Context: an optimization exercise on an open-source flow, tuned for small area, a short achievable clock period and few clock cycles. The choices shown serve that exercise and are no tape-out recipe.
RTL that was checked went through simulation tests only; none was proved equivalent to the original.
The RTL of runs 1, 4 and 5 was laid out without a check of its function.
Power figures rest on the tool's default switching activity, not on a simulated workload.

===== design/flow/standard.sh =====
#!/bin/bash
# synth_recipe.tcl (not shown) runs the flow's synth.tcl, then flattens the netlist and writes it again
# the make line also repeats each setting of config.mk as NAME=value (left out here)
make -C /OpenROAD-flow-scripts/flow DESIGN_CONFIG=/design/flow/config.mk WORK_HOME=/design/flow/orfs CLKGATE_MAP_FILE= SYNTH_SCRIPT=/design/flow/synth_recipe.tcl "${@:-finish}"

===== design/flow/flow/run.sh =====
#!/bin/bash
# Standard layout, with timing repair aimed well below the design's period.
set -euo pipefail
bash standard.sh SETUP_SLACK_MARGIN=9 finish > standard_flow.log 2>&1

===== design/flow/config.mk =====
export PLATFORM = sky130hd
export DESIGN_NAME = ccb
export DESIGN_NICKNAME = ccb
export VERILOG_FILES = /design/flow/design.v
export SDC_FILE = /design/flow/constraint.sdc
export NUM_CORES = 4
export LEC_CHECK = 0
export ABC_CLOCK_PERIOD_IN_PS = 3000
export CAP_MARGIN = 20
export CELL_PAD_IN_SITES_DETAIL_PLACEMENT = 1
export CELL_PAD_IN_SITES_GLOBAL_PLACEMENT = 1
export CORE_MARGIN = 2
export CORE_UTILIZATION = 40
export SLEW_MARGIN = 20

===== design/flow/design.v =====
module ccb (
    input  wire         clk,
    input  wire         rst,
    input  wire         cmd_valid,
    output reg          cmd_ready,
    input  wire [31:0]  cmd_data,
    output reg          rsp_valid,
    output reg  [2:0]   rsp_status,
    output reg  [31:0]  rsp_value,
    input  wire         edge_valid,
    input  wire [31:0]  edge_data,
    input  wire [29:0]  pin_i,
    input  wire [63:0]  time_i,
    output reg          ev_valid,
    output reg          ev_pulse,
    output reg  [2:0]   ev_ch,
    output reg  [15:0]  ev_val,
    output wire [127:0] duty_o,
    output reg  [29:0]  pin_oe,
    output reg  [89:0]  pin_ch,
    output wire         err_o
);
    localparam [4:0] OP_RESET = 5'h01, OP_ISINIT = 5'h02, OP_SETLED = 5'h03,
                     OP_SETSNS = 5'h04, OP_SETPOL = 5'h05, OP_SETPOLL = 5'h06,
                     OP_GETPOLL = 5'h07, OP_STEST = 5'h08, OP_PROCESS = 5'h09,
                     OP_EDGE = 5'h0A, OP_GEDGE = 5'h0B, OP_DRAIN = 5'h0C,
                     OP_RESOLVE = 5'h0D, OP_RETARGET = 5'h0E, OP_TICK = 5'h0F,
                     OP_POLL = 5'h10;
    localparam [1:0] S_IDLE = 2'd0, S_OPS = 2'd1, S_EXEC = 2'd2, S_EMIT = 2'd3;
    localparam [1:0] M_CUR = 2'd0, M_ZERO = 2'd1, M_PCUR = 2'd2, M_WZ = 2'd3;
    function automatic [11:0] dec125(input [4:0] n);
        case (n)
            5'd0:  dec125 = 12'd0;    5'd1:  dec125 = 12'd125;
            5'd2:  dec125 = 12'd250;  5'd3:  dec125 = 12'd375;
            5'd4:  dec125 = 12'd500;  5'd5:  dec125 = 12'd625;
            5'd6:  dec125 = 12'd750;  5'd7:  dec125 = 12'd875;
            5'd8:  dec125 = 12'd1000; 5'd9:  dec125 = 12'd1125;
            5'd10: dec125 = 12'd1250; 5'd11: dec125 = 12'd1375;
            5'd12: dec125 = 12'd1500; 5'd13: dec125 = 12'd1625;
            5'd14: dec125 = 12'd1750; 5'd15: dec125 = 12'd1875;
            5'd16: dec125 = 12'd2000; 5'd17: dec125 = 12'd2125;
            5'd18: dec125 = 12'd2250; 5'd19: dec125 = 12'd2375;
            5'd20: dec125 = 12'd2500; 5'd21: dec125 = 12'd2625;
            5'd22: dec125 = 12'd2750; 5'd23: dec125 = 12'd2875;
            5'd24: dec125 = 12'd3000; 5'd25: dec125 = 12'd3125;
            default: dec125 = 12'bx;
        endcase
    endfunction
    function automatic inwin(input [63:0] a, input [63:0] b);
        reg [46:0] x, g;
        reg [16:0] d;
        reg        brw, eq0, eq1;
        begin
            x   = a[63:17] ^ b[63:17];
            g   = {b[62:17] & ~a[62:17], 1'b1};
            eq0 = ~|x;
            eq1 = ~|(x ^ g);
            brw = a[16:0] < b[16:0];
            d   = a[16:0] - b[16:0];
            inwin = (d < 17'd100000) && (brw ? eq1 : eq0);
        end
    endfunction
    function automatic [7:0] first1(input [7:0] m);
        first1 = m & (~m + 8'd1);
    endfunction
    function automatic [2:0] enc8(input [7:0] oh);
        enc8 = {|oh[7:4], |{oh[7:6], oh[3:2]}, |{oh[7], oh[5], oh[3], oh[1]}};
    endfunction
    function automatic [2:0] hdr_status(input [31:0] w);
        reg [4:0]  op;
        reg [31:0] lm;
        reg        chop;
        begin
            op = w[31:27];
            case (op)
                OP_EDGE, OP_TICK:                 lm = 32'hF83FFFFF;
                OP_RETARGET, OP_RESOLVE, OP_POLL: lm = 32'hF81FFFFF;
                OP_SETPOLL:                       lm = 32'hFFDFFFFF;
                OP_GEDGE:                         lm = 32'hFFFF00F0;
                default:                          lm = 32'hFFFFFFFF;
            endcase
            chop = (op == OP_EDGE) || (op == OP_TICK) || (op == OP_RETARGET) ||
                   (op == OP_RESOLVE) || (op == OP_POLL);
            if (op == 5'h00 || op >= 5'h11)      hdr_status = 3'd1;
            else if ((w & lm) != {op, 27'd0})    hdr_status = 3'd2;
            else if (chop && w[26:25] != 2'd0)   hdr_status = 3'd3;
            else                                 hdr_status = 3'd0;
        end
    endfunction
    reg  [7:0]        pending;
    reg               poll_en;
    reg               err;
    reg  [7:0][4:0]   led;
    reg  [7:0][4:0]   sns;
    reg  [7:0]        al;         
    reg  [7:0]        tgt;        
    reg  [7:0]        fad;
    reg  [7:0]        door;
    reg  [7:0]        tsv;
    reg  [7:0]        lraw;
    reg  [7:0][4:0]   cur;        
    reg  [7:0]        dz;         
    reg  [7:0][63:0]  lt;         
    reg  [1:0]  st;
    reg  [1:0]  left;             
    reg  [4:0]  h_op;
    reg  [2:0]  h_ch;
    reg         h_b;
    reg  [5:0]  h_pin;            
    reg  [2:0]  h_st;             
    reg  [63:0] xq;               
    reg  [7:0]  rawq;             
    reg  [7:0]  rejq;             
    reg         eq_v;
    reg  [31:0] eq_d;
    reg  [7:0]  em;
    reg  [1:0]  emode;
    reg         ehalf;
    reg         rv1;              
    wire accept = cmd_valid && cmd_ready;
    wire go     = (st == S_EXEC);
    assign err_o = err;
    genvar g;
    generate
        for (g = 0; g < 8; g = g + 1) begin : g_duty
            assign duty_o[16*g +: 16] = dz[g] ? 16'd0 : {2'b00, dec125(cur[g]), 2'b00};
        end
    endgenerate
    integer p, c2;
    always @(*) begin
        pin_oe = 30'd0;
        pin_ch = 90'd0;
        for (p = 0; p < 30; p = p + 1)
            for (c2 = 7; c2 >= 0; c2 = c2 - 1)
                if (led[c2] == p) begin
                    pin_oe[p]        = 1'b1;
                    pin_ch[3*p +: 3] = c2[2:0];
                end
    end
    function automatic [7:0] gmask(input [7:0] pn);
        integer c;
        begin
            for (c = 0; c < 8; c = c + 1)
                gmask[c] = (pn[7:5] == 3'd0) && (pn[4:0] == sns[c]);
        end
    endfunction
    function automatic [7:0] edge_bits(input v, input [31:0] w);
        reg [2:0] s;
        begin
            s = hdr_status(w);
            edge_bits = 8'd0;
            if (v && s == 3'd0 && w[31:27] == OP_EDGE)  edge_bits[w[24:22]] = 1'b1;
            if (v && s == 3'd0 && w[31:27] == OP_GEDGE) edge_bits = gmask(w[15:8]);
        end
    endfunction
    wire [7:0] ebits   = edge_bits(eq_v, eq_d);      
    wire [7:0] pend_in = pending | ebits;
    wire [4:0]  c_op   = cmd_data[31:27];
    wire [2:0]  c_st   = hdr_status(cmd_data);
    wire        c_hdr  = accept && (st == S_IDLE);
    wire        c_last = accept && (st == S_OPS) && (left == 2'd1);
    wire [1:0]  c_nops = (c_op == OP_SETLED || c_op == OP_SETSNS ||
                          c_op == OP_RESOLVE || c_op == OP_POLL) ? 2'd2 :
                         (c_op == OP_SETPOL) ? 2'd1 : 2'd0;
    wire [63:0] pv     = {cmd_data, xq[31:0]};
    reg  [7:0]  c_pvok;
    always @(*) begin : pvchk
        integer c;
        for (c = 0; c < 8; c = c + 1) c_pvok[c] = pv[8*c +: 8] <= 8'd29;
    end
    wire [2:0]  o_st   = (h_st != 3'd0) ? h_st :
                         (h_op == OP_SETPOL && cmd_data[31:8] != 24'd0) ? 3'd2 : 3'd0;
    wire o_reset   = h_op == OP_RESET;
    wire o_setled  = h_op == OP_SETLED;
    wire o_setsns  = h_op == OP_SETSNS;
    wire o_setpol  = h_op == OP_SETPOL;
    wire o_setpoll = h_op == OP_SETPOLL;
    wire o_stest   = h_op == OP_STEST;
    wire o_process = h_op == OP_PROCESS;
    wire o_edge    = h_op == OP_EDGE;
    wire o_gedge   = h_op == OP_GEDGE;
    wire o_drain   = h_op == OP_DRAIN;
    wire o_resolve = h_op == OP_RESOLVE;
    wire o_retgt   = h_op == OP_RETARGET;
    wire o_tick    = h_op == OP_TICK;
    wire o_poll    = h_op == OP_POLL;
    reg  [7:0] pv_ok;
    always @(*) begin : pvchk2
        integer c;
        for (c = 0; c < 8; c = c + 1) pv_ok[c] = xq[8*c +: 8] <= 8'd29;
    end
    wire allv = &pv_ok;
    reg  [7:0] chg_led, chg_sns;
    always @(*) begin : chgs
        integer c;
        for (c = 0; c < 8; c = c + 1) begin
            chg_led[c] = allv && (xq[8*c +: 5] != led[c]);
            chg_sns[c] = allv && (xq[8*c +: 5] != sns[c]);
        end
    end
    wire [7:0] selc = 8'd1 << h_ch;
    wire [7:0] m    = pend_in;        
    reg  [7:0] raw, lg, enr, acc, rtc, tnew, tick, fnew, updlr;
    reg  [7:0][4:0] cnext;
    always @(*) begin : perch
        integer c;
        for (c = 0; c < 8; c = c + 1) begin
            raw[c]  = o_process ? rawq[c] : h_b;
            lg[c]   = raw[c] ^ al[c];
            enr[c]  = o_process ? (m[c] || (poll_en && (raw[c] != lraw[c])))
                                : selc[c] && (o_resolve || (o_poll && (h_b != lraw[c])));
            acc[c]  = go && enr[c] && !rejq[c] && (lg[c] != door[c]);
            updlr[c] = go && (o_process ? poll_en : (o_poll && selc[c]));
            rtc[c]  = (acc[c] && (o_process || o_poll) && (lg[c] != tgt[c])) ||
                      (go && o_retgt && selc[c] && (h_b != tgt[c]));
            tnew[c] = tgt[c] ^ rtc[c];
            tick[c] = go && (o_process || (o_tick && selc[c])) && (fad[c] || rtc[c]);
            cnext[c] = tnew[c] ? ((cur[c] >= 5'd23) ? 5'd25 : cur[c] + 5'd2)
                               : ((cur[c] <= 5'd2)  ? 5'd0  : cur[c] - 5'd2);
            fnew[c] = tnew[c] ? (cnext[c] != 5'd25) : (cnext[c] != 5'd0);
        end
    end
    wire [7:0] res_oh = selc & acc;
    wire       res_any = |res_oh;
    wire       res_lg  = |(res_oh & lg);
    wire [7:0] tfirst = first1(tick);
    reg  [4:0] tval;
    always @(*) begin : tv
        integer c;
        tval = 5'd0;
        for (c = 0; c < 8; c = c + 1)
            if (tfirst[c]) tval = tval | cnext[c];
    end
    wire [7:0] efirst = first1(em);
    wire [2:0] ech    = enc8(efirst);
    wire [4:0] ecur   = cur[ech];
    wire [63:0] now_in = (st == S_OPS) ? pv : time_i;
    integer c;
    always @(posedge clk) begin
        for (c = 0; c < 8; c = c + 1) begin
            rawq[c] <= pin_i[sns[c]];
            rejq[c] <= tsv[c] && inwin(now_in, lt[c]);
        end
        eq_v <= edge_valid && !rst;
        eq_d <= edge_data;
        if (st == S_IDLE) begin
            xq <= time_i;
        end else if (st == S_OPS && accept) begin
            if (left == 2'd2) xq[31:0]  <= cmd_data;
            else              xq[63:32] <= cmd_data;
        end
        if (rst) begin
            st        <= S_IDLE;
            cmd_ready <= 1'b1;
            rsp_valid <= 1'b0;
            ev_valid  <= 1'b0;
            rsp_status <= 3'd0;
            rsp_value <= 32'd0;
            ev_pulse  <= 1'b0;
            ev_ch     <= 3'd0;
            ev_val    <= 16'd0;
            left      <= 2'd0;
            em        <= 8'd0;
            emode     <= M_CUR;
            ehalf     <= 1'b0;
            rv1       <= 1'b0;
            h_op <= 5'd0; h_ch <= 3'd0; h_b <= 1'b0; h_pin <= 6'd0; h_st <= 3'd0;
            pending <= 8'd0;
            poll_en <= 1'b0;
            err     <= 1'b0;
            for (c = 0; c < 8; c = c + 1) begin
                led[c] <= 5'd10 + c[4:0];
                sns[c] <= 5'd2 + c[4:0];
                cur[c] <= 5'd0;
            end
            dz <= 8'hFF;
            al <= 8'hFF; tgt <= 8'd0; fad <= 8'd0; door <= 8'd0;
            tsv <= 8'd0; lraw <= 8'hFF;
        end else begin
            rsp_valid <= 1'b0;
            ev_valid  <= 1'b0;
            pending <= pend_in;
            if (c_hdr) begin
                h_op  <= c_op;
                h_ch  <= cmd_data[24:22];
                h_b   <= cmd_data[21];
                h_pin <= {cmd_data[15:13] == 3'd0, cmd_data[12:8]};
                h_st  <= c_st;
                left  <= c_nops;
                if (c_st != 3'd1 && c_nops != 2'd0) begin
                    st <= S_OPS;
                end else if (c_st != 3'd0) begin
                    rsp_valid <= 1'b1; rsp_status <= c_st; rsp_value <= 32'd0;
                    err <= 1'b1;
                end else begin
                    rsp_status <= 3'd0;
                    case (c_op)
                    OP_ISINIT: begin
                        rsp_valid <= 1'b1; rsp_value <= 32'd1;
                    end
                    OP_GETPOLL: begin
                        rsp_valid <= 1'b1; rsp_value <= {31'd0, poll_en};
                    end
                    OP_SETPOLL, OP_EDGE, OP_GEDGE, OP_RETARGET: begin
                        rsp_valid <= 1'b1; rsp_value <= 32'd0;
                        st <= S_EXEC; cmd_ready <= 1'b0;
                    end
                    OP_DRAIN: begin
                        rsp_valid <= 1'b1;
                        rsp_value <= {24'd0, pend_in | edge_bits(edge_valid, edge_data)};
                        st <= S_EXEC; cmd_ready <= 1'b0;
                    end
                    default: begin
                        st <= S_EXEC; cmd_ready <= 1'b0;
                    end
                    endcase
                end
            end
            if (st == S_OPS && accept) begin
                left <= left - 2'd1;
                if (left == 2'd1) begin
                    rsp_status <= o_st;
                    rsp_value  <= 32'd0;
                    if (o_st != 3'd0) begin
                        rsp_valid <= 1'b1; err <= 1'b1;
                        st <= S_IDLE;
                    end else begin
                        st <= S_EXEC; cmd_ready <= 1'b0;
                        if (h_op == OP_SETPOL) begin
                            rsp_valid <= 1'b1;
                        end else if (h_op == OP_SETSNS) begin
                            rsp_valid <= 1'b1; rsp_value <= {31'd0, &c_pvok};
                        end
                    end
                end
            end
            if (go) begin
                rsp_status <= 3'd0;
                rsp_value  <= 32'd0;
                st <= S_IDLE; cmd_ready <= 1'b1;
                rsp_valid <= !(o_setpoll || o_edge || o_gedge || o_retgt ||
                               o_drain || o_setpol || o_setsns);
                case (h_op)
                OP_RESET: begin
                    pending <= 8'd0;
                    poll_en <= 1'b0;
                    err     <= 1'b0;
                    for (c = 0; c < 8; c = c + 1) begin
                        led[c] <= 5'd10 + c[4:0];
                        sns[c] <= 5'd2 + c[4:0];
                        cur[c] <= 5'd0;
                    end
                    dz <= 8'hFF;
                    al <= 8'hFF; tgt <= 8'd0; fad <= 8'd0; door <= 8'd0;
                    tsv <= 8'd0; lraw <= 8'hFF;
                    ev_valid <= 1'b1; ev_pulse <= 1'b0; ev_ch <= 3'd0; ev_val <= 16'd0;
                    em <= 8'hFE; emode <= M_ZERO; ehalf <= 1'b0; rv1 <= 1'b1;
                    rsp_valid <= 1'b0; st <= S_EMIT; cmd_ready <= 1'b0;
                end
                OP_SETPOLL: poll_en <= h_b;
                OP_SETPOL:  al <= xq[39:32];
                OP_SETLED: begin
                    rsp_value <= {31'd0, allv};
                    for (c = 0; c < 8; c = c + 1)
                        if (chg_led[c]) begin
                            led[c] <= xq[8*c +: 5];
                            dz[c]  <= 1'b0;
                        end
                    if (chg_led != 8'd0) begin
                        ev_valid <= 1'b1; ev_pulse <= 1'b1;
                        ev_ch <= enc8(first1(chg_led)); ev_val <= 16'd0;
                        em <= chg_led; emode <= M_PCUR; ehalf <= 1'b1; rv1 <= 1'b1;
                        rsp_valid <= 1'b0; st <= S_EMIT; cmd_ready <= 1'b0;
                    end
                end
                OP_SETSNS: begin
                    for (c = 0; c < 8; c = c + 1)
                        if (chg_sns[c]) begin
                            sns[c] <= xq[8*c +: 5];
                            tsv[c] <= 1'b0;
                        end
                end
                OP_STEST: begin
                    dz <= 8'hFF;
                    ev_valid <= 1'b1; ev_pulse <= 1'b0; ev_ch <= 3'd0; ev_val <= 16'd12500;
                    em <= 8'hFF; emode <= M_WZ; ehalf <= 1'b1; rv1 <= 1'b0;
                    rsp_valid <= 1'b0; st <= S_EMIT; cmd_ready <= 1'b0;
                end
                OP_EDGE:  pending <= pend_in | selc;
                OP_GEDGE: pending <= pend_in | gmask({~h_pin[5], 2'b00, h_pin[4:0]});
                OP_DRAIN, OP_PROCESS: pending <= 8'd0;
                OP_RESOLVE, OP_POLL:
                    rsp_value <= {30'd0, res_any, res_lg};
                default: ;
                endcase
                for (c = 0; c < 8; c = c + 1) begin
                    if (updlr[c]) lraw[c] <= raw[c];
                    if (acc[c]) begin
                        lt[c]   <= xq;
                        tsv[c]  <= 1'b1;
                        door[c] <= lg[c];
                    end
                    if (rtc[c]) tgt[c] <= tnew[c];
                    if (tick[c]) begin
                        cur[c] <= cnext[c];
                        dz[c]  <= 1'b0;
                        fad[c] <= fnew[c];
                    end else if (rtc[c]) begin
                        fad[c] <= 1'b1;
                    end
                end
                if (tick != 8'd0) begin
                    ev_valid <= 1'b1; ev_pulse <= 1'b0;
                    ev_ch  <= enc8(tfirst);
                    ev_val <= {2'b00, dec125(tval), 2'b00};
                    em <= tick & ~tfirst; emode <= M_CUR; ehalf <= 1'b0; rv1 <= 1'b0;
                    if ((tick & ~tfirst) != 8'd0) begin
                        rsp_valid <= 1'b0; st <= S_EMIT; cmd_ready <= 1'b0;
                    end
                end
            end
            if (st == S_EMIT) begin
                ev_valid <= 1'b1;
                ev_ch    <= ech;
                ev_pulse <= 1'b0;
                case (emode)
                M_CUR: begin
                    ev_val <= {2'b00, dec125(ecur), 2'b00};
                    em <= em & ~efirst;
                end
                M_ZERO: begin
                    ev_val <= 16'd0;
                    if ((em & ~efirst) == 8'd0) begin
                        em <= 8'hFF; emode <= M_PCUR; ehalf <= 1'b0;
                    end else begin
                        em <= em & ~efirst;
                    end
                end
                M_PCUR: begin
                    if (!ehalf) begin
                        ev_pulse <= 1'b1; ev_val <= 16'd0; ehalf <= 1'b1;
                    end else begin
                        ev_val <= {2'b00, dec125(ecur), 2'b00};
                        ehalf <= 1'b0; em <= em & ~efirst;
                    end
                end
                default: begin    
                    if (!ehalf) begin
                        ev_val <= 16'd12500; ehalf <= 1'b1;
                    end else begin
                        ev_val <= 16'd0; ehalf <= 1'b0; em <= em & ~efirst;
                    end
                end
                endcase
                if ((emode == M_CUR && (em & ~efirst) == 8'd0) ||
                    ((emode == M_PCUR || emode == M_WZ) && ehalf && (em & ~efirst) == 8'd0)) begin
                    rsp_valid  <= 1'b1;
                    rsp_status <= 3'd0;
                    rsp_value  <= {31'd0, rv1};
                    st <= S_IDLE; cmd_ready <= 1'b1;
                end
            end
        end
    end
endmodule

===== design/flow/constraint.sdc =====
create_clock -name core_clock -period 14.0 [get_ports {clk}]
set_input_delay 2.8000 -clock core_clock [delete_from_list [all_inputs] [get_ports {clk}]]
set_output_delay 2.8000 -clock core_clock [all_outputs]
set_load 0.01 [all_outputs]

==> results of run 1 <==
## state kept, by name (all words and copies together), names as in the netlist, 12 cells and up
register	count
xq	64
dec125$func$/design/flow/design.v:126$5490.$result	12
dec125$func$/design/flow/design.v:126$5487.$result	12
dec125$func$/design/flow/design.v:126$5488.$result	12
dec125$func$/design/flow/design.v:126$5486.$result	12
rsp_value	32
ev_val	12
lt	512
cur	40
led	40
dec125$func$/design/flow/design.v:126$5485.$result	12
dec125$func$/design/flow/design.v:126$5489.$result	12
dec125$func$/design/flow/design.v:126$5491.$result	12
sns	40
eq_d	32
dec125$func$/design/flow/design.v:126$5484.$result	12
## cell usage after synthesis (all sizes together) (101+ instances only)
| cell type | n |
|---|---|
| nand2 | 731 |
| edfxtp | 576 |
| ha | 572 |
| nor2 | 526 |
| a21oi | 457 |
| dfxtp | 418 |
| o21ai | 332 |
| xnor2 | 332 |
| xor2 | 291 |
| inv | 287 |
| clkbuf | 283 |
| nand3 | 201 |
| nand4 | 196 |
| nor3 | 193 |
| nor2b | 181 |
| nor4 | 132 |
| buf | 102 |
| mux2i | 101 |
## cell families after synthesis
| kind of cell | count (synthesis) | synth area share [%] |
|---|---|---|
| compound gates | 1378 | 13.1 |
| buf+inv | 676 | 4.15 |
| mux | 213 | 4.78 |
| xor+xnor | 628 | 8.46 |
| other cells | 1 | 0.00569 |
| flops | 994 | 39.0 |
| simple gates | 2592 | 19.7 |
| fa+ha+maj | 575 | 10.9 |
## repair_timing
item / CTS / global route
pin swaps: 249 / 249
endpoints found under the setup margin: 432 / 255
buffers inserted: 320 / 184
resized for setup: 1473 / 563
cloned: 6 / 3
## routing by layer
layer | part of all wire [%] | vias up
met5 | 0.025 | -
met3 | 10 | 769
li1 | - | 27500
met1 | 41 | 32100
met2 | 43 | 3355
met4 | 5.1 | 12
## final cells by class
| class | count | area (um^2) |
|---|---|---|
| fillers | 17700 | 75600 |
| multi-input cells | 5425 | 43200 |
| flip-flops and latches | 994 | 25900 |
| repair buffers | 1118 | 10400 |
| clock buffers | 157 | 3310 |
| well taps | 2175 | 2720 |
| inverters | 291 | 1120 |
| clock inverters | 66 | 905 |
| diodes | 5 | 12.5 |
| repair inverters | 1 | 5.00 |
## final timing paths
kind,from,to,cells after the start
hold reg to reg,rsp_value[29],rsp_value[29],1
setup reg to reg,st[1],ev_val[11],21
setup / recovery,led[24],pin_ch[23],8
hold / removal,rsp_value[29],rsp_value[29],1
## power by group
part           internal, mW  switching [mW]  leakage [nW]
logic                 0.514           0.884          23.4
clock network          1.96            1.41          2.02
registers              3.15          0.0854          8.68
==> impl_metrics.csv, run 1 <==
group,metric,value,unit
final_layout,stdcell_area,87500,um^2
die,fp.dieArea,168000,um^2
logic_synthesis,synth_edf_count,576,
place,hpwl,220000,um
route,vias,63700,
sta,hold_viol_final,0,
sta,min_period,5360,ps
logic_synthesis,ys_ff_latch,994,
power_and_ir_drop,p_total,8.01,mW
clock_tree,cts_buffers,117,
hold_path,hold_class,"flip-flop to flip-flop",
place,dp_slack,7070,ps
route,ant_nets,0,
power_and_ir_drop,p_leak,34.1,nW
sta,clock.fmax,0.187,GHz
clock_tree,cts_tree,"yes",
place,routabilityCongestion,0.983,
logic_synthesis,yosysSeqAreaShare,39.0,%
global_routing,grt_util_met2,55.7,%
setup_path,crit_type,"flip-flop to output port",
logic_synthesis,mappedNetlistArea,65900,um^2
sta,worstMarginPinSlew,1200,ps
sta,fin_ws,8640,ps
clock_tree,cts_hold_buf,0,
die,start_util,40.4,%
final_layout,drive_gt1_share,26.2,%
global_routing,grt_pass1_vias,62400,
global_routing,use_met3,7.82,%
final_layout,syn_to_final_growth,32.9,%
global_routing,grt_overflow,0,
setup_path,critical-path-top-delay-family,"simple AND/OR/NAND/NOR gates",
die,boundaryPins,469,
sta,report.final.setup_viol,0,
logic_synthesis,synth_top_area_share,26.3,%
clock_tree,h-tree-depth,3,
die,coreArea,163000,um^2
logic_synthesis,synth_ff_type,"edfxtp_1",
die,die_h,410,um
clock_tree,cts_sinks,994,
route,avgViaCountPerCell,6.23,
global_routing,track_usage,36.7,%
sta,final_max_slew_viol_count,0,
final_layout,final_common_cell,"nand2_1",
sta,fin_setup_tns,0,ps
route,wire_per_inst,32.0,um
final_layout,final_core_util,53.6,%
final_layout,final_cell_mix,"nand2_1 (644), edfxtp_1 (576), ha_1 (523)",
sta,holdWs,457,ps
clock_tree,cts-root-buf,"clkbuf_16",
sta,fin_skew,68.4,ps
route,drc,0,
place,dp_cells,9490,
logic_synthesis,yosys.area.top_type,"edfxtp_1",
setup_path,ff2ff_setup_slack,8940,ps
logic_synthesis,syn_avg_cell_area,9.33,um^2
route,first_iter_violations,7532,
sta,slew_headroom,19.7,%
clock_tree,path_clk_slew,60,ps
route,dr.pass1.iters,5,
logic_synthesis,yosysWarnings,1,
logic_synthesis,synthCells,7057,
setup_path,crit_buf_inv,2,
setup_path,endpoint_kind,"output port",
final_layout,nets,8682,
place,io_buffers,432,
route,drt-total-wl,328000,um
sta,rsz0062_at_grt,"true",
die,num_rows,148,
power_and_ir_drop,powerDensity,91.5,nW/um^2
final_layout,finalNonFillerCells,10200,
global_routing,grt_pass1_wl,449000,um
setup_path,crit_fanout,6,
clock_tree,clock_path_buffers,3,
place,post_dp_cell_area,73500,um^2
setup_path,cp_data_required_time,11200,ps
global_routing,top_usage_layer,"met2",
setup_path,crit_arrival,2560,ps
setup_path,crit_path_frequent_cell,"nor2_1",
logic_synthesis,synth_area_leaders,"edfxtp_1 (26%), dfxtp_1 (13%), ha_1 (11%)",
run,maxCapViolations,0,
die,fp.dieW,410,um
setup_path,startpoint_type,"flip-flop",
global_routing,gr-usage-met1,50.6,%
logic_synthesis,ys_types,108,
logic_synthesis,ys_async_sr_fraction,0,%
setup_path,crit_chain,"buf_8 > nor2_1 > nand2_2 > nor2_1 > a21oi_2 > nor2b_4 > nor3_1 > buf_2",
status,status,"finished clean",
global_routing,grt_start_max_net_pins,118,
power_and_ir_drop,vdd_drop_max,0.0944,mV
setup_path,slowest_delay,410,ps
clock_tree,clk_latency,840,ps
sta,fin_crit_sh,38.3,%
global_routing,antenna_found_initial,28,
setup_path,slowest_stage,"dfxtp_4",
==> run 2: changes to the inputs <==
--- a/design/flow/design.v
+++ b/design/flow/design.v
@@ -49,6 +49,6 @@
     function automatic inwin(input [63:0] a, input [63:0] b);
         reg [46:0] x, g;
-        reg [16:0] d;
-        reg        brw, eq0, eq1;
+        reg [17:0] u;
+        reg        brw, lt2, lo_ok, eq0, eq1;
         begin
             x   = a[63:17] ^ b[63:17];
@@ -56,7 +56,9 @@
             eq0 = ~|x;
             eq1 = ~|(x ^ g);
-            brw = a[16:0] < b[16:0];
-            d   = a[16:0] - b[16:0];
-            inwin = (d < 17'd100000) && (brw ? eq1 : eq0);
+            u     = {1'b0, b[16:0]} + 18'd100000;
+            brw   = a[16:0] < b[16:0];
+            lt2   = a[16:0] < u[16:0];
+            lo_ok = brw ? (u[17] & lt2) : (u[17] | lt2);
+            inwin = lo_ok && (brw ? eq1 : eq0);
         end
     endfunction
@@ -100,5 +102,5 @@
     reg  [7:0]        lraw;
     reg  [7:0][4:0]   cur;        
-    reg  [7:0]        dz;         
+    reg  [7:0][11:0]  dq;         
     reg  [7:0][63:0]  lt;         
     reg  [1:0]  st;
@@ -112,6 +114,5 @@
     reg  [7:0]  rawq;             
     reg  [7:0]  rejq;             
-    reg         eq_v;
-    reg  [31:0] eq_d;
+    reg  [7:0]  ebq;              
     reg  [7:0]  em;
     reg  [1:0]  emode;
@@ -124,26 +125,32 @@
     generate
         for (g = 0; g < 8; g = g + 1) begin : g_duty
-            assign duty_o[16*g +: 16] = dz[g] ? 16'd0 : {2'b00, dec125(cur[g]), 2'b00};
+            assign duty_o[16*g +: 16] = {2'b00, dq[g], 2'b00};
         end
     endgenerate
+    reg [29:0] pin_oe_d;
+    reg [89:0] pin_ch_d;
     integer p, c2;
     always @(*) begin
-        pin_oe = 30'd0;
-        pin_ch = 90'd0;
+        pin_oe_d = 30'd0;
+        pin_ch_d = 90'd0;
         for (p = 0; p < 30; p = p + 1)
             for (c2 = 7; c2 >= 0; c2 = c2 - 1)
                 if (led[c2] == p) begin
-                    pin_oe[p]        = 1'b1;
-                    pin_ch[3*p +: 3] = c2[2:0];
+                    pin_oe_d[p]        = 1'b1;
+                    pin_ch_d[3*p +: 3] = c2[2:0];
                 end
     end
-    function automatic [7:0] gmask(input [7:0] pn);
+    always @(posedge clk) begin
+        pin_oe <= pin_oe_d;
+        pin_ch <= pin_ch_d;
+    end
+    function automatic [7:0] gmask(input [7:0] pn, input [7:0][4:0] sp);
         integer c;
         begin
             for (c = 0; c < 8; c = c + 1)
-                gmask[c] = (pn[7:5] == 3'd0) && (pn[4:0] == sns[c]);
+                gmask[c] = (pn[7:5] == 3'd0) && (pn[4:0] == sp[c]);
         end
     endfunction
-    function automatic [7:0] edge_bits(input v, input [31:0] w);
+    function automatic [7:0] edge_bits(input v, input [31:0] w, input [7:0][4:0] sp);
         reg [2:0] s;
         begin
@@ -151,9 +158,8 @@
             edge_bits = 8'd0;
             if (v && s == 3'd0 && w[31:27] == OP_EDGE)  edge_bits[w[24:22]] = 1'b1;
-            if (v && s == 3'd0 && w[31:27] == OP_GEDGE) edge_bits = gmask(w[15:8]);
+            if (v && s == 3'd0 && w[31:27] == OP_GEDGE) edge_bits = gmask(w[15:8], sp);
         end
     endfunction
-    wire [7:0] ebits   = edge_bits(eq_v, eq_d);      
-    wire [7:0] pend_in = pending | ebits;
+    wire [7:0] pend_in = pending | ebq;
     wire [4:0]  c_op   = cmd_data[31:27];
     wire [2:0]  c_st   = hdr_status(cmd_data);
@@ -199,4 +205,11 @@
         end
     end
+    reg  [7:0][4:0] sns_eff;
+    always @(*) begin : snse
+        integer c;
+        for (c = 0; c < 8; c = c + 1)
+            sns_eff[c] = (go && o_reset) ? 5'd2 + c[4:0] :
+                         (go && o_setsns && chg_sns[c]) ? xq[8*c +: 5] : sns[c];
+    end
     wire [7:0] selc = 8'd1 << h_ch;
     wire [7:0] m    = pend_in;        
@@ -235,4 +248,27 @@
     wire [2:0] ech    = enc8(efirst);
     wire [4:0] ecur   = cur[ech];
+    wire ptick = o_process || o_tick;
+    wire [11:0] e0_val = ptick ? dec125(tval) : o_stest ? 12'd3125 : 12'd0;
+    wire [2:0]  e0_ch  = ptick ? enc8(tfirst) : o_setled ? enc8(first1(chg_led)) : 3'd0;
+    wire        e0_ev  = (ptick && tick != 8'd0) || o_reset || o_stest ||
+                         (o_setled && chg_led != 8'd0);
+    wire        em_pul = (emode == M_PCUR) && !ehalf;
+    wire [11:0] em_val = (emode == M_CUR || (emode == M_PCUR && ehalf)) ? dec125(ecur) :
+                         (emode == M_WZ && !ehalf) ? 12'd3125 : 12'd0;
+    wire [11:0] ev_nval = go ? e0_val : em_val;
+    wire [7:0]  dwr = go ? (ptick ? tfirst : (o_reset || o_stest) ? 8'd1 : 8'd0)
+                         : (st == S_EMIT && !em_pul) ? efirst : 8'd0;
+    always @(posedge clk) begin
+        ev_valid <= !rst && ((go && e0_ev) || st == S_EMIT);
+        ev_pulse <= go ? o_setled : em_pul;
+        ev_ch    <= go ? e0_ch : ech;
+        ev_val   <= {2'b00, ev_nval, 2'b00};
+    end
+    always @(posedge clk) begin : dqw
+        integer c;
+        for (c = 0; c < 8; c = c + 1)
+            if (rst)         dq[c] <= 12'd0;
+            else if (dwr[c]) dq[c] <= ev_nval;
+    end
     wire [63:0] now_in = (st == S_OPS) ? pv : time_i;
     integer c;
@@ -242,6 +278,7 @@
             rejq[c] <= tsv[c] && inwin(now_in, lt[c]);
         end
-        eq_v <= edge_valid && !rst;
-        eq_d <= edge_data;
+        ebq <= rst ? 8'd0 : edge_bits(edge_valid, edge_data, sns_eff);
+        for (c = 0; c < 8; c = c + 1)
+            if (acc[c]) lt[c] <= xq;
         if (st == S_IDLE) begin
             xq <= time_i;
@@ -254,10 +291,6 @@
             cmd_ready <= 1'b1;
             rsp_valid <= 1'b0;
-            ev_valid  <= 1'b0;
             rsp_status <= 3'd0;
             rsp_value <= 32'd0;
-            ev_pulse  <= 1'b0;
-            ev_ch     <= 3'd0;
-            ev_val    <= 16'd0;
             left      <= 2'd0;
             em        <= 8'd0;
@@ -274,10 +307,8 @@
                 cur[c] <= 5'd0;
             end
-            dz <= 8'hFF;
             al <= 8'hFF; tgt <= 8'd0; fad <= 8'd0; door <= 8'd0;
             tsv <= 8'd0; lraw <= 8'hFF;
         end else begin
             rsp_valid <= 1'b0;
-            ev_valid  <= 1'b0;
             pending <= pend_in;
             if (c_hdr) begin
@@ -308,5 +339,5 @@
                     OP_DRAIN: begin
                         rsp_valid <= 1'b1;
-                        rsp_value <= {24'd0, pend_in | edge_bits(edge_valid, edge_data)};
+                        rsp_value <= {24'd0, pend_in | edge_bits(edge_valid, edge_data, sns)};
                         st <= S_EXEC; cmd_ready <= 1'b0;
                     end
@@ -351,8 +382,6 @@
                         cur[c] <= 5'd0;
                     end
-                    dz <= 8'hFF;
                     al <= 8'hFF; tgt <= 8'd0; fad <= 8'd0; door <= 8'd0;
                     tsv <= 8'd0; lraw <= 8'hFF;
-                    ev_valid <= 1'b1; ev_pulse <= 1'b0; ev_ch <= 3'd0; ev_val <= 16'd0;
                     em <= 8'hFE; emode <= M_ZERO; ehalf <= 1'b0; rv1 <= 1'b1;
                     rsp_valid <= 1'b0; st <= S_EMIT; cmd_ready <= 1'b0;
@@ -365,9 +394,6 @@
                         if (chg_led[c]) begin
                             led[c] <= xq[8*c +: 5];
-                            dz[c]  <= 1'b0;
                         end
                     if (chg_led != 8'd0) begin
-                        ev_valid <= 1'b1; ev_pulse <= 1'b1;
-                        ev_ch <= enc8(first1(chg_led)); ev_val <= 16'd0;
                         em <= chg_led; emode <= M_PCUR; ehalf <= 1'b1; rv1 <= 1'b1;
                         rsp_valid <= 1'b0; st <= S_EMIT; cmd_ready <= 1'b0;
@@ -382,11 +408,9 @@
                 end
                 OP_STEST: begin
-                    dz <= 8'hFF;
-                    ev_valid <= 1'b1; ev_pulse <= 1'b0; ev_ch <= 3'd0; ev_val <= 16'd12500;
                     em <= 8'hFF; emode <= M_WZ; ehalf <= 1'b1; rv1 <= 1'b0;
                     rsp_valid <= 1'b0; st <= S_EMIT; cmd_ready <= 1'b0;
                 end
                 OP_EDGE:  pending <= pend_in | selc;
-                OP_GEDGE: pending <= pend_in | gmask({~h_pin[5], 2'b00, h_pin[4:0]});
+                OP_GEDGE: pending <= pend_in | gmask({~h_pin[5], 2'b00, h_pin[4:0]}, sns);
                 OP_DRAIN, OP_PROCESS: pending <= 8'd0;
                 OP_RESOLVE, OP_POLL:
@@ -397,5 +421,4 @@
                     if (updlr[c]) lraw[c] <= raw[c];
                     if (acc[c]) begin
-                        lt[c]   <= xq;
                         tsv[c]  <= 1'b1;
                         door[c] <= lg[c];
@@ -404,5 +427,4 @@
                     if (tick[c]) begin
                         cur[c] <= cnext[c];
-                        dz[c]  <= 1'b0;
                         fad[c] <= fnew[c];
                     end else if (rtc[c]) begin
@@ -411,7 +433,4 @@
                 end
                 if (tick != 8'd0) begin
-                    ev_valid <= 1'b1; ev_pulse <= 1'b0;
-                    ev_ch  <= enc8(tfirst);
-                    ev_val <= {2'b00, dec125(tval), 2'b00};
                     em <= tick & ~tfirst; emode <= M_CUR; ehalf <= 1'b0; rv1 <= 1'b0;
                     if ((tick & ~tfirst) != 8'd0) begin
@@ -421,14 +440,7 @@
             end
             if (st == S_EMIT) begin
-                ev_valid <= 1'b1;
-                ev_ch    <= ech;
-                ev_pulse <= 1'b0;
                 case (emode)
-                M_CUR: begin
-                    ev_val <= {2'b00, dec125(ecur), 2'b00};
-                    em <= em & ~efirst;
-                end
+                M_CUR: em <= em & ~efirst;
                 M_ZERO: begin
-                    ev_val <= 16'd0;
                     if ((em & ~efirst) == 8'd0) begin
                         em <= 8'hFF; emode <= M_PCUR; ehalf <= 1'b0;
@@ -437,18 +449,7 @@
                     end
                 end
-                M_PCUR: begin
-                    if (!ehalf) begin
-                        ev_pulse <= 1'b1; ev_val <= 16'd0; ehalf <= 1'b1;
-                    end else begin
-                        ev_val <= {2'b00, dec125(ecur), 2'b00};
-                        ehalf <= 1'b0; em <= em & ~efirst;
-                    end
-                end
                 default: begin    
-                    if (!ehalf) begin
-                        ev_val <= 16'd12500; ehalf <= 1'b1;
-                    end else begin
-                        ev_val <= 16'd0; ehalf <= 1'b0; em <= em & ~efirst;
-                    end
+                    ehalf <= !ehalf;
+                    if (ehalf) em <= em & ~efirst;
                 end
                 endcase
==> design/flow/flow/run.sh (replaced) <==
#!/bin/bash
# Standard layout, with timing repair aimed well below the design's period.
set -euo pipefail
bash standard.sh SETUP_SLACK_MARGIN=10 finish > standard_flow.log 2>&1
--- a/design/flow/config.mk
+++ b/design/flow/config.mk
@@ -11,4 +11,4 @@
 export CELL_PAD_IN_SITES_GLOBAL_PLACEMENT = 1
 export CORE_MARGIN = 2
-export CORE_UTILIZATION = 40
+export CORE_UTILIZATION = 55
 export SLEW_MARGIN = 20
==> impl_metrics.csv, run 2 <==
group,metric,value,unit
status,status,"aborted with a tool error",
status,failing_step,"global routing (5_1_grt)",
status,tool.error,"[ERROR GRT-0232] Routing congestion too high. Check the congestion heatmap in the GUI.",
place,dp_slack,6910,ps
die,boundaryPins,469,
logic_synthesis,mappedNetlistArea,67600,um^2
logic_synthesis,yosysWarnings,1,
logic_synthesis,syn_avg_cell_area,9.62,um^2
logic_synthesis,ys_types,105,
logic_synthesis,synth_ff_type,"edfxtp_1",
logic_synthesis,synth_top_area_share,25.6,%
logic_synthesis,synthCells,7032,
logic_synthesis,synth_area_leaders,"edfxtp_1 (26%), dfxtp_1 (15%), ha_1 (12%)",
place,post_dp_cell_area,74500,um^2
die,start_util,55.5,%
logic_synthesis,synth_edf_count,576,
logic_synthesis,yosysSeqAreaShare,40.5,%
place,hpwl,219000,um
clock_tree,clock_path_buffers,3,
place,dp_cells,8866,
clock_tree,cts_buffers,118,
die,die_h,355,um
die,fp.dieW,355,um
clock_tree,cts_hold_buf,0,
logic_synthesis,yosys.cell_count.top_type,"nand2_1",
logic_synthesis,ys_ff_latch,1081,
global_routing,track_usage,86.5,%
global_routing,grt_overflow,887,
clock_tree,cts-root-buf,"clkbuf_16",
logic_synthesis,ys_async_sr_fraction,0,%
clock_tree,cts_sinks,1081,
clock_tree,h-tree-depth,3,
global_routing,grt_start_max_net_pins,158,
logic_synthesis,synth_common_cells,"nand2_1 (719), ha_1 (642), nor2_1 (597)",
place,routabilityCongestion,1.03,
place,io_buffers,432,
logic_synthesis,yosys.area.top_type,"edfxtp_1",
die,num_rows,128,
## run 2: cell types whose count changed after synthesis, moves of 31 or more
cell and change:
inv_1 -51, ha_1 +70, dfxtp_1 +87, nor2_1 +73
nor2b_1 -118, o21ai_0 -36, a211oi_1 +80, nand3_1 -52
clkbuf_1 +31, a21oi_1 -32
## run 2: power by group through the flow
| stage | clock network [mW] | logic (mW) | registers (mW) |
|---|---|---|---|
| 3_3_place_gp | 0 | 1.07 | 3.51 |
| 3_5_place_dp | 0 | 1.13 | 3.51 |
| 4_1_cts | 3.23 | 1.33 | 3.44 |
| 2_1_floorplan | 0 | 0.573 | 3.51 |
## run 2: worst max path at each step
stage / startpoint / endpoint / slack, ps / cells after the start
3_5_place_dp: h_op[0] / dq[81] / 6910 / 21
2_1_floorplan: h_op[3] / dq[45] / 7390 / 21
3_3_place_gp: h_op[4] / dq[75] / 7190 / 21
4_1_cts: time_i[55] / rejq[2] / 9160 / 10
## run 2: repair_timing
action	in CTS
pin swaps	213
buffers inserted	364
setup endpoints to repair	531
resized for setup	2506
cloned	24
## run 2: routing by layer
metal,overflow,GRT usage [%]
met2,466,98.5
met5,5,49.7
met1,28,84.7
met3,19,76.2
met4,369,89.9
## run 2: logic make-up after synthesis
family | synth area share, %
AO/OA/AOI/OAI | 13.6
XOR/XNOR | 8.39
adder cells (fa/ha/maj) | 11.9
buffers and inverters | 3.89
flip-flops | 40.5
multiplexers | 4.48
other | 0.00554
AND/OR/NAND/NOR | 17.2
Testbench counts of run 2, summed over its fixed seeds: cycles 30,149.
==> run 3: changes to the inputs <==
==> design/flow/flow/run.sh (replaced) <==
#!/bin/bash
# Standard layout, with timing repair aimed well below the design's period.
set -euo pipefail
bash standard.sh SETUP_SLACK_MARGIN=9 finish > standard_flow.log 2>&1
--- a/design/flow/config.mk
+++ b/design/flow/config.mk
@@ -11,4 +11,4 @@
 export CELL_PAD_IN_SITES_GLOBAL_PLACEMENT = 1
 export CORE_MARGIN = 2
-export CORE_UTILIZATION = 55
+export CORE_UTILIZATION = 40
 export SLEW_MARGIN = 20
==> impl_metrics.csv, run 3 <==
group,metric,value,unit
status,status,"finished clean",
die,coreArea,168000,um^2
logic_synthesis,yosysSeqAreaShare,40.5,%
sta,worstMarginPinSlew,1140,ps
sta,min_period,5080,ps
die,fp.dieW,415,um
route,drt-total-wl,311000,um
clock_tree,clk_latency,800,ps
logic_synthesis,synthCells,7032,
hold_path,hold_class,"flip-flop to flip-flop",
clock_tree,cts-root-buf,"clkbuf_16",
final_layout,largest-register,"lt",
logic_synthesis,ys_async_sr_fraction,0,%
logic_synthesis,synth-xor-area-share,8.39,%
clock_tree,cts_buffers,134,
logic_synthesis,ys_ff_latch,1081,
logic_synthesis,yosys.area_share.simple,17.2,%
power_and_ir_drop,powerDensity,100,nW/um^2
route,first_iter_violations,5470,
sta,fin_ws,8920,ps
global_routing,antenna_found_initial,21,
logic_synthesis,synth_area_leaders,"edfxtp_1 (26%), dfxtp_1 (15%), ha_1 (12%)",
run,maxCapViolations,0,
final_layout,syn_to_final_growth,22.1,%
final_layout,reg_top3,"lt: 512 flops, dq: 96 flops, pin_ch: 90 flops",
route,wire_per_inst,31.5,um
final_layout,drive_gt1_share,12.7,%
route,vias,60300,
die,boundaryPins,469,
route,avgViaCountPerCell,6.10,
setup_path,ff2ff_setup_slack,9120,ps
setup_path,crit_type,"input port to flip-flop",
sta,fin_skew,33.0,ps
logic_synthesis,synthAdderAreaFrac,11.9,%
clock_tree,cts_sinks,1081,
logic_synthesis,syn_avg_cell_area,9.62,um^2
place,io_buffers,432,
clock_tree,h-tree-depth,4,
logic_synthesis,synth_common_cells,"nand2_1 (719), ha_1 (642), nor2_1 (597)",
final_layout,largest_reg_flops,512,
die,num_rows,150,
final_layout,final_common_cell,"nand2_1",
setup_path,cp_data_required_time,14720,ps
route,drc,0,
final_layout,nets,8363,
sta,hold_viol_final,0,
logic_synthesis,mappedNetlistArea,67600,um^2
logic_synthesis,synth_edf_count,576,
sta,fin_crit_sh,36.3,%
setup_path,crit_fanout,8,
route,ant_nets,0,
clock_tree,path_clk_slew,60,ps
logic_synthesis,yosys.area.top_type,"edfxtp_1",
route,dr.pass1.iters,5,
setup_path,endpoint_kind,"flip-flop",
place,routabilityCongestion,0.998,
global_routing,track_usage,34.9,%
logic_synthesis,yosys.cell_count.top_type,"nand2_1",
place,dp_slack,7140,ps
final_layout,final_cell_mix,"nand2_1 (701), ha_1 (632), nor2_1 (580)",
clock_tree,clock_path_buffers,3,
global_routing,grt_start_max_net_pins,147,
logic_synthesis,ys_types,105,
global_routing,grt_pass1_wl,439000,um
setup_path,crit_arrival,5800,ps
logic_synthesis,synth_top_area_share,25.6,%
logic_synthesis,synth_compound_area_share,13.6,%
logic_synthesis,yosysWarnings,1,
sta,final_max_slew_viol_count,0,
sta,slew_headroom,23.9,%
global_routing,grt_overflow,0,
die,fp.dieArea,172000,um^2
logic_synthesis,synth_top_family_by_area,"simple AND/OR/NAND/NOR gates",
power_and_ir_drop,p_leak,31.7,nW
clock_tree,cts_tree,"yes",
logic_synthesis,synthMuxAreaShare,4.48,%
setup_path,startpoint_type,"input port",
logic_synthesis,synth_ff_type,"edfxtp_1",
sta,report.final.setup_viol,0,
die,die_h,415,um
power_and_ir_drop,p_total,8.30,mW
place,hpwl,223000,um
power_and_ir_drop,vdd_drop_max,0.125,mV
clock_tree,cts_hold_buf,0,
die,start_util,40.4,%
sta,fin_setup_tns,0,ps
global_routing,grt_pass1_vias,61300,
sta,clock.fmax,0.197,GHz
sta,rsz0062_at_grt,"true",
## run 3: stage by stage
stage / utilization, % / instances / area [um^2] / hold slack [ps]
floorplan: - / 7067 / 68200 / 425
global placement: 44.8 / 9484 / 75100 / 442
detailed placement: 44.8 / 9484 / 75100 / 444
CTS: 48.3 / 9785 / 81000 / 465
global route: 49.3 / 9870 / 82600 / 479
finish: 49.3 / 9877 / 82600 / 457
## run 3: where the power goes
part	switching (mW)	internal, mW
clock	1.49	2.14
sequential	0.0708	3.40
combinational	0.783	0.418
total	2.34	5.96
## run 3: worst max-delay path, stage by stage
cell             delay, ps
clkdlybuf4s50_1        470
mux2i_1                180
clkbuf_8               300
ha_1                   330
nand2_1                 90
o21ai_0                 80
a221o_1                270
nor4_1                 280
nand4_1                430
nor4_1                 320
mux2_2                 200
## run 3: layout make-up
| class | instances | area [um^2] |
|---|---|---|
| antenna | 9 | 22.5 |
| clock buffer | 183 | 3820 |
| clock inverter | 58 | 679 |
| fill | 18400 | 85000 |
| inverter | 236 | 892 |
| multi-input combinational | 5343 | 39600 |
| sequential | 1081 | 27400 |
| tap | 2204 | 2760 |
| timing repair buffer | 763 | 7400 |
## run 3: path summary, 6_finish.rpt
path / startpoint / end / cells after the start
setup / recovery: cmd_data[1] / rejq[7] / 11
hold / removal: rsp_value[8] / rsp_value[8] / 1
setup reg to reg: h_b / dq[45] / 22
hold reg to reg: rsp_value[8] / rsp_value[8] / 1
## run 3: logic make-up after synthesis
group | count (synthesis)
xor gates and xnor gates | 637
other | 1
adders and majority gates | 644
AOI/OAI and AO/OA | 1423
buffers and inverters | 648
DFF | 1081
muxes | 199
and+or+nand+nor | 2399
## run 3: timing repair
| action | CTS | global route |
|---|---|---|
| pin swaps | 39 | 70 |
| cloned | 5 | 6 |
| gates resized for setup | 214 | 193 |
| setup endpoints to repair | 154 | 144 |
| buffers inserted | 55 | 77 |
## run 3: per-layer routing
metal  up-vias  global-route usage [%]  part of all wire [%]
met2      2319                    57.2                    47
met3       742                    6.68                   7.5
met1     30400                    42.3                    39
met5         -                       0                 0.017
li1      26800                       -                     -
met4         8                    21.4                   6.9
==> run 4: changes to the inputs <==
--- a/design/flow/design.v
+++ b/design/flow/design.v
@@ -64,5 +64,10 @@
     endfunction
     function automatic [7:0] first1(input [7:0] m);
-        first1 = m & (~m + 8'd1);
+        integer i;
+        begin
+            first1[0] = m[0];
+            for (i = 1; i < 8; i = i + 1)
+                first1[i] = m[i] && !(|(m & ((8'd1 << i) - 8'd1)));
+        end
     endfunction
     function automatic [2:0] enc8(input [7:0] oh);
@@ -291,12 +296,4 @@
             cmd_ready <= 1'b1;
             rsp_valid <= 1'b0;
-            rsp_status <= 3'd0;
-            rsp_value <= 32'd0;
-            left      <= 2'd0;
-            em        <= 8'd0;
-            emode     <= M_CUR;
-            ehalf     <= 1'b0;
-            rv1       <= 1'b0;
-            h_op <= 5'd0; h_ch <= 3'd0; h_b <= 1'b0; h_pin <= 6'd0; h_st <= 3'd0;
             pending <= 8'd0;
             poll_en <= 1'b0;
==> design/flow/flow/run.sh (replaced) <==
#!/bin/bash
# Standard layout, with timing repair aimed well below the design's period.
set -euo pipefail
bash standard.sh SETUP_SLACK_MARGIN=10 finish > standard_flow.log 2>&1
==> impl_metrics.csv, run 4 <==
group,metric,value,unit
status,status,"finished clean",
logic_synthesis,synth_edf_count,642,
global_routing,top_usage_layer,"met2",
power_and_ir_drop,p_leak,34.9,nW
route,first_iter_violations,6233,
logic_synthesis,yosys.area.top_type,"edfxtp_1",
route,drt-total-wl,330000,um
sta,fin_crit_sh,38.3,%
clock_tree,cts_tree,"yes",
route,ant_nets,0,
sta,fin_ws,8640,ps
logic_synthesis,ys_ff_latch,1081,
final_layout,final_cell_mix,"edfxtp_1 (642), nor2_1 (607), nand2_1 (582)",
route,dr.pass1.iters,5,
setup_path,startpoint_type,"flip-flop",
clock_tree,clk_latency,820,ps
final_layout,nets,8632,
final_layout,reg_top3,"lt: 512 flops, dq: 96 flops, pin_ch: 90 flops",
power_and_ir_drop,vdd_drop_max,0.111,mV
clock_tree,clock_path_buffers,3,
logic_synthesis,ys_async_sr_fraction,0,%
logic_synthesis,synth_common_cells,"nor2_1 (645), edfxtp_1 (642), ha_1 (642)",
logic_synthesis,synth_ff_type,"edfxtp_1",
setup_path,r2r_start,"h_op[0]",
die,boundaryPins,469,
setup_path,crit_chain,"buf_6 > or4b_4 > a21o_4 > buf_6 > o32a_1 > a2111o_2 > o31ai_4 > ha_4 > buf_12 > and3_4 > a221oi_4 > nor4_4 > a2111o_2 > buf_4 > a211o_1 > a31oi_4 > buf_12 > a211oi_1",
setup_path,setup.worst_path.start,"h_op[0]",
die,coreArea,167000,um^2
final_layout,syn_to_final_growth,33.7,%
hold_path,min_path_cells,2,
hold_path,whs_endpoint,"dq[22]",
die,fp.dieArea,172000,um^2
die,num_rows,150,
setup_path,reg2reg_depth,18,
clock_tree,h-tree-depth,4,
power_and_ir_drop,seq_power_share,35.8,%
final_layout,nFillCells,17800,
logic_synthesis,yosysWarnings,1,
logic_synthesis,synth_top_area_share,28.5,%
clock_tree,cts_buffers,136,
sta,final_max_slew_viol_count,0,
clock_tree,cts-root-buf,"clkbuf_16",
sta,slew_headroom,23.6,%
place,routabilityCongestion,0.986,
logic_synthesis,synthCells,6901,
sta,report.final.setup_viol,0,
sta,worstMarginPinSlew,1140,ps
clock_tree,cts_sinks,1081,
setup_path,ff2ff_setup_slack,8640,ps
route,wire_per_inst,32.5,um
final_layout,largest_reg_flops,512,
setup_path,slowest_delay,560,ps
logic_synthesis,mappedNetlistArea,67500,um^2
global_routing,grt_start_max_net_pins,68,
power_and_ir_drop,combPwrFrac,28.8,%
place,dp_slack,7390,ps
power_and_ir_drop,p_sw,3.51,mW
sta,rsz0062_at_grt,"true",
final_layout,largest-register,"lt",
hold_path,min_from,"dq[22]",
global_routing,grt_pass1_wl,460000,um
logic_synthesis,yosysSeqAreaShare,41.6,%
global_routing,grt_pass1_vias,62800,
power_and_ir_drop,pwr-share-clk,35.4,%
global_routing,grt_util_met2,58.9,%
setup_path,crit_arrival,6000,ps
logic_synthesis,synth_area_leaders,"edfxtp_1 (29%), dfxtp_1 (13%), ha_1 (12%)",
power_and_ir_drop,p_int,6.87,mW
setup_path,rr_endpoint,"dq[17]",
power_and_ir_drop,p_total,10.4,mW
power_and_ir_drop,swShare,33.8,%
setup_path,cp_data_required_time,14640,ps
route,avgViaCountPerCell,6.16,
sta,min_period,5360,ps
setup_path,endpoint_kind,"flip-flop",
sta,hold_viol_final,0,
power_and_ir_drop,powerDensity,115,nW/um^2
logic_synthesis,syn_avg_cell_area,9.79,um^2
setup_path,crit_type,"flip-flop to flip-flop",
place,io_buffers,432,
global_routing,use_met3,5.79,%
clock_tree,path_clk_slew,60,ps
setup_path,slowest_stage,"a2111o_2",
global_routing,track_usage,36.8,%
die,fp.dieW,415,um
logic_synthesis,yosys.cell_count.top_type,"nor2_1",
die,start_util,40.3,%
setup_path,critical-path-top-delay-family,"compound AO/OA/AOI/OAI gates",
setup_path,crit_fanout,9,
final_layout,drive_gt1_share,29.1,%
route,vias,62600,
run,maxCapViolations,0,
setup_path,crit_buf_inv,5,
final_layout,final_common_cell,"edfxtp_1",
sta,fin_setup_tns,0,ps
hold_path,hold_class,"flip-flop to flip-flop",
die,die_h,415,um
logic_synthesis,ys_types,105,
global_routing,gr-usage-met1,46.8,%
place,hpwl,225000,um
sta,fin_skew,31.3,ps
global_routing,antenna_found_initial,60,
sta,clock.fmax,0.187,GHz
route,drc,0,
global_routing,grt_overflow,0,
run 4: changes by cell type after synthesis, moves of 21 or more:
cell and delta:
nand2_1 -86, a21oi_1 -40, edfxtp_1 +66, nor3_1 -44, a211oi_1 +23, nor3b_1 -28
nor2_1 +48, clkbuf_1 -22, xnor2_1 -45, o21bai_1 -21, dfxtp_1 -66, xor2_1 +37
mux2i_1 +36
run 4: timing repair:
action	CTS	global route
endpoints found under the setup margin	800	557
hold buffers	0	0
cloned	4	7
gates resized for setup	2533	444
setup buffers	380	146
pin swaps	284	185
run 4: per-layer routing:
metal	vias up	part of all wire (%)
met5	-	0.017
met4	10	6.9
met3	853	7.5
met2	2890	46
met1	31600	40
li1	27200	-
run 4: final cells by class:
cell class / instances / area [um^2] / share of cell area, %
diodes: 28 / 70.1 / 0.0776
clock inverters: 64 / 734 / 0.813
inverters: 239 / 933 / 1.03
repair inverters: 1 / 5.00 / 0.00554
clock buffers: 180 / 3800 / 4.21
well taps: 2204 / 2760 / 3.05
multi-input cells: 5237 / 42400 / 46.9
flip-flops and latches: 1081 / 28300 / 31.4
repair buffers: 1132 / 11300 / 12.5
run 4: worst min-delay path, cell delays in order, from the launching register on:
cell and delay (ps):
dfxtp_2 320, nor2_1 100, a211oi_1 50
run 4: worst max-delay path by stage:
stage / endpoint / slack [ps] / cells past startpoint
2_1_floorplan: dq[51] / 7760 / 18
3_3_place_gp: rsp_value[1] / 6620 / 13
3_5_place_dp: rsp_value[13] / 7390 / 11
4_1_cts: dq[81] / 8810 / 20
5_1_grt: dq[19] / 8530 / 19
6_report: dq[17] / 8640 / 18
run 4: cell families (layout without fill, tap and decap cells):
| family | after synthesis | count (layout) | share of synthesized area (%) |
|---|---|---|---|
| simple gates | 2309 | 2312 | 16.5 |
| xor+xnor | 625 | 625 | 8.17 |
| buf+inv | 622 | 1616 | 3.74 |
| flops | 1081 | 1081 | 41.6 |
| other cells | 1 | 64 | 0.00555 |
| compound gates | 1390 | 1391 | 13.3 |
| fa+ha+maj | 643 | 643 | 11.9 |
| mux | 230 | 230 | 4.77 |
run 4: power by group through the flow:
stage / logic [mW] / registers (mW) / clock network (mW)
finish: 2.98 / 3.72 / 3.68
global route: 3.07 / 3.72 / 3.82
CTS: 2.75 / 3.72 / 3.71
detailed placement: 2.26 / 3.81 / 0
global placement: 2.23 / 3.81 / 0
floorplan: 1.07 / 3.79 / 0
run 4: per-stage QoR:
stage	hold slack (ps)	util [%]	instance area, um^2	std cells
CTS	504	52.1	87200	9985
detailed placement	493	45.2	75600	9357
global placement	475	45.2	75600	9356
floorplan	445	-	68900	6936
finish	508	54.0	90300	10200
global route	528	53.9	90300	10200
==> run 5: changes to the inputs <==
==> design/flow/flow/run.sh (replaced) <==
#!/bin/bash
# Standard layout, with timing repair aimed well below the design's period
# and plain buffers (instead of delay cells) on the ports.
set -euo pipefail
bash standard.sh SETUP_SLACK_MARGIN=9 "BUFFER_PORTS_ARGS=-buffer_cell sky130_fd_sc_hd__buf_2" finish > standard_flow.log 2>&1
==> impl_metrics.csv, run 5 <==
group,metric,value,unit
final_layout,multiInputGateArea,39300,um^2
setup_path,crit_chain,"buf_6 > or4b_4 > a21o_4 > buf_12 > o32ai_4 > o211ai_1 > or3_4 > nand2b_4 > ha_4 > buf_6 > o211ai_1 > nor2_1 > or3_4 > a32oi_4 > nand2_2 > inv_2 > ha_4 > ha_4 > o41ai_4 > nor3b_4 > buf_4 > buf_12 > a211oi_2",
place,io_buffers,432,
logic_synthesis,yosysWarnings,1,
sta,final_max_slew_viol_count,0,
power_and_ir_drop,vdd_drop_max,0.123,mV
logic_synthesis,yosysSeqAreaShare,41.6,%
global_routing,antenna_found_initial,47,
hold_path,hold_class,"flip-flop to flip-flop",
clock_tree,cts_sinks,1081,
sta,report.final.setup_viol,0,
place,hpwl,225000,um
setup_path,endpoint_kind,"flip-flop",
logic_synthesis,synth_ff_type,"edfxtp_1",
die,num_rows,150,
die,start_util,40.3,%
route,ant_nets,0,
route,drt-total-wl,319000,um
logic_synthesis,ys_ff_latch,1081,
die,coreArea,167000,um^2
setup_path,crit_type,"flip-flop to flip-flop",
die,fp.dieW,415,um
logic_synthesis,synth_area_leaders,"edfxtp_1 (29%), dfxtp_1 (13%), ha_1 (12%)",
setup_path,crit_fanout,6,
setup_path,cp_data_required_time,14690,ps
global_routing,grt_pass1_wl,444000,um
final_layout,final_core_util,48.6,%
final_layout,drive_gt1_share,20.1,%
setup_path,crit_path_frequent_cell,"ha_4",
logic_synthesis,ys_types,105,
sta,fin_skew,33.3,ps
logic_synthesis,ys_async_sr_fraction,0,%
place,routabilityCongestion,0.980,
global_routing,track_usage,35.6,%
route,first_iter_violations,6204,
route,vias,60900,
logic_synthesis,syn_avg_cell_area,9.79,um^2
logic_synthesis,synth_top_area_share,28.5,%
final_layout,ff_latch_area,28100,um^2
clock_tree,cts_hold_buf,0,
setup_path,startpoint_type,"flip-flop",
route,dr.pass1.iters,6,
final_layout,final_cell_mix,"edfxtp_1 (642), ha_1 (628), nor2_1 (626)",
sta,fin_setup_tns,0,ps
clock_tree,h-tree-depth,4,
sta,worstMarginPinSlew,1200,ps
final_layout,largest_reg_flops,512,
sta,slew_headroom,19.9,%
logic_synthesis,yosys.cell_count.top_type,"nor2_1",
sta,rsz0062_at_grt,"true",
die,die_h,415,um
clock_tree,cts_buffers,134,
clock_tree,clk_latency,800,ps
place,dp_slack,7460,ps
setup_path,crit_arrival,5850,ps
run,maxCapViolations,0,
sta,hold_viol_final,0,
setup_path,slowest_stage,"or4b_4",
global_routing,grt_pass1_vias,60600,
final_layout,largest-register,"lt",
clock_tree,clock_path_buffers,3,
sta,fin_crit_sh,36.8,%
global_routing,grt_start_max_net_pins,78,
final_layout,nFillCells,18500,
final_layout,final_common_cell,"edfxtp_1",
logic_synthesis,yosys.area.top_type,"edfxtp_1",
power_and_ir_drop,powerDensity,119,nW/um^2
setup_path,slowest_delay,480,ps
sta,clock.fmax,0.194,GHz
logic_synthesis,synth_common_cells,"nor2_1 (645), edfxtp_1 (642), ha_1 (642)",
logic_synthesis,synth_edf_count,642,
clock_tree,cts-root-buf,"clkbuf_16",
logic_synthesis,synthCells,6901,
logic_synthesis,mappedNetlistArea,67500,um^2
sta,min_period,5150,ps
status,status,"finished clean",
power_and_ir_drop,p_leak,32.2,nW
final_layout,reg_top3,"lt: 512 flops, dq: 96 flops, pin_ch: 90 flops",
route,wire_per_inst,32.3,um
die,boundaryPins,469,
sta,fin_ws,8850,ps
final_layout,syn_to_final_growth,20.5,%
global_routing,grt_overflow,0,
route,avgViaCountPerCell,6.17,
die,fp.dieArea,172000,um^2
route,drc,0,
final_layout,nets,8346,
clock_tree,cts_tree,"yes",
clock_tree,path_clk_slew,60,ps
[run 5: final cells by class]
| class | count | area share (%) |
|---|---|---|
| inverter | 239 | 1.13 |
| timing repair buffer | 850 | 7.21 |
| multi-input combinational | 5236 | 48.3 |
| clock inverter | 64 | 0.793 |
| clock buffer | 182 | 4.63 |
| tap | 2204 | 3.39 |
| antenna | 22 | 0.0676 |
| sequential | 1081 | 34.5 |
[run 5: kinds of logic after synthesis]
kind of cell               Yosys count  synth area share [%]
and+or+nand+nor                   2309                  16.5
AOI/OAI and AO/OA                 1390                  13.3
DFF                               1081                  41.6
adders and majority gates          643                  11.9
xor gates and xnor gates           625                  8.17
buffers and inverters              622                  3.74
muxes                              230                  4.77
other                                1               0.00555
[run 5: power breakdown]
part	leakage (nW)	switching, mW	internal [mW]	total [mW]
clock	2.16	1.50	2.08	3.58
sequential	9.47	0.146	3.59	3.74
combinational	20.5	1.62	0.740	2.36
[run 5: through the flow]
step	cells	power (mW)	instance area, um^2	hold WS (ps)
finish	9878	9.68	81400	498
detailed placement	9367	5.99	72800	490
global route	9873	9.92	81400	519
global placement	9365	5.95	72800	478
floorplan	6936	4.80	68000	445
CTS	9766	9.62	79600	499
[run 5: timing repair]
| item | 4_1_cts | 5_1_grt |
|---|---|---|
| buffers inserted | 148 | 84 |
| setup endpoints to repair | 160 | 152 |
| cloned | 5 | 4 |
| gates resized for setup | 207 | 213 |
| pin swaps | 65 | 76 |
| endpoints found under the hold margin | 0 | 0 |
[run 5: worst paths after layout]
| kind | from | end | slack (ps) | depth (start not counted) |
|---|---|---|---|---|
| setup / recovery | h_op[0] | dq[21] | 8850 | 23 |
| hold / removal | dq[94] | dq[94] | 500 | 2 |
| setup reg to reg | h_op[0] | dq[21] | 8850 | 23 |
| hold reg to reg | dq[94] | dq[94] | 500 | 2 |
[run 5: metal layers]
layer	share of wire (%)	up-vias	GRT usage, %
met5	0.0022	-	0
met4	6.7	2	20.7
met3	7.3	750	5.87
met2	45	2598	56.9
met1	40	30900	45.5
li1	-	26700	-
[run 5: critical path: cells and delay by family, from the launching register on]
kind / cells / cell delay [ps]
compound gates: 7 / 1540
flops: 1 / 420
simple gates: 7 / 1650
fa+ha+maj: 3 / 650
buf+inv: 6 / 790

[what the ideal ports hide]
Ports are ideal in the flow. The routed layouts listed here were re-timed in OpenROAD. Step 1 (the two cells are an assumption about what drives the block):
set clk [get_ports {clk}]
set_driving_cell -lib_cell sky130_fd_sc_hd__clkbuf_16 $clk
set_driving_cell -lib_cell sky130_fd_sc_hd__buf_2 [delete_from_list [all_inputs] $clk]
Step 2 moves the port delays by t, midway between the first and last clock arrival at a register: inputs arrive t later, outputs are due t later. That takes back most of the time a late clock gives input paths. Three values: ideal, step 1, step 2; two values: the first two.
run | t (ns) | setup slack, ns | worst slew at a driven data input, ns
run 1 | 0.895 | 8.644 / 8.551 / 7.991 | 0.13
run 3 | 0.877 | 8.919 / 8.980 / 8.103 | 0.09
run 4 | 0.891 | 8.641 / 8.641 / 8.444 | 0.14
run 5 | 0.877 | 8.849 / 8.849 / 8.212 | 0.16
After both steps setup and hold are still met in every run listed. The setup slack of run 3, which loses most, moves by +0.061 ns with the drivers and by -0.816 ns with both steps.
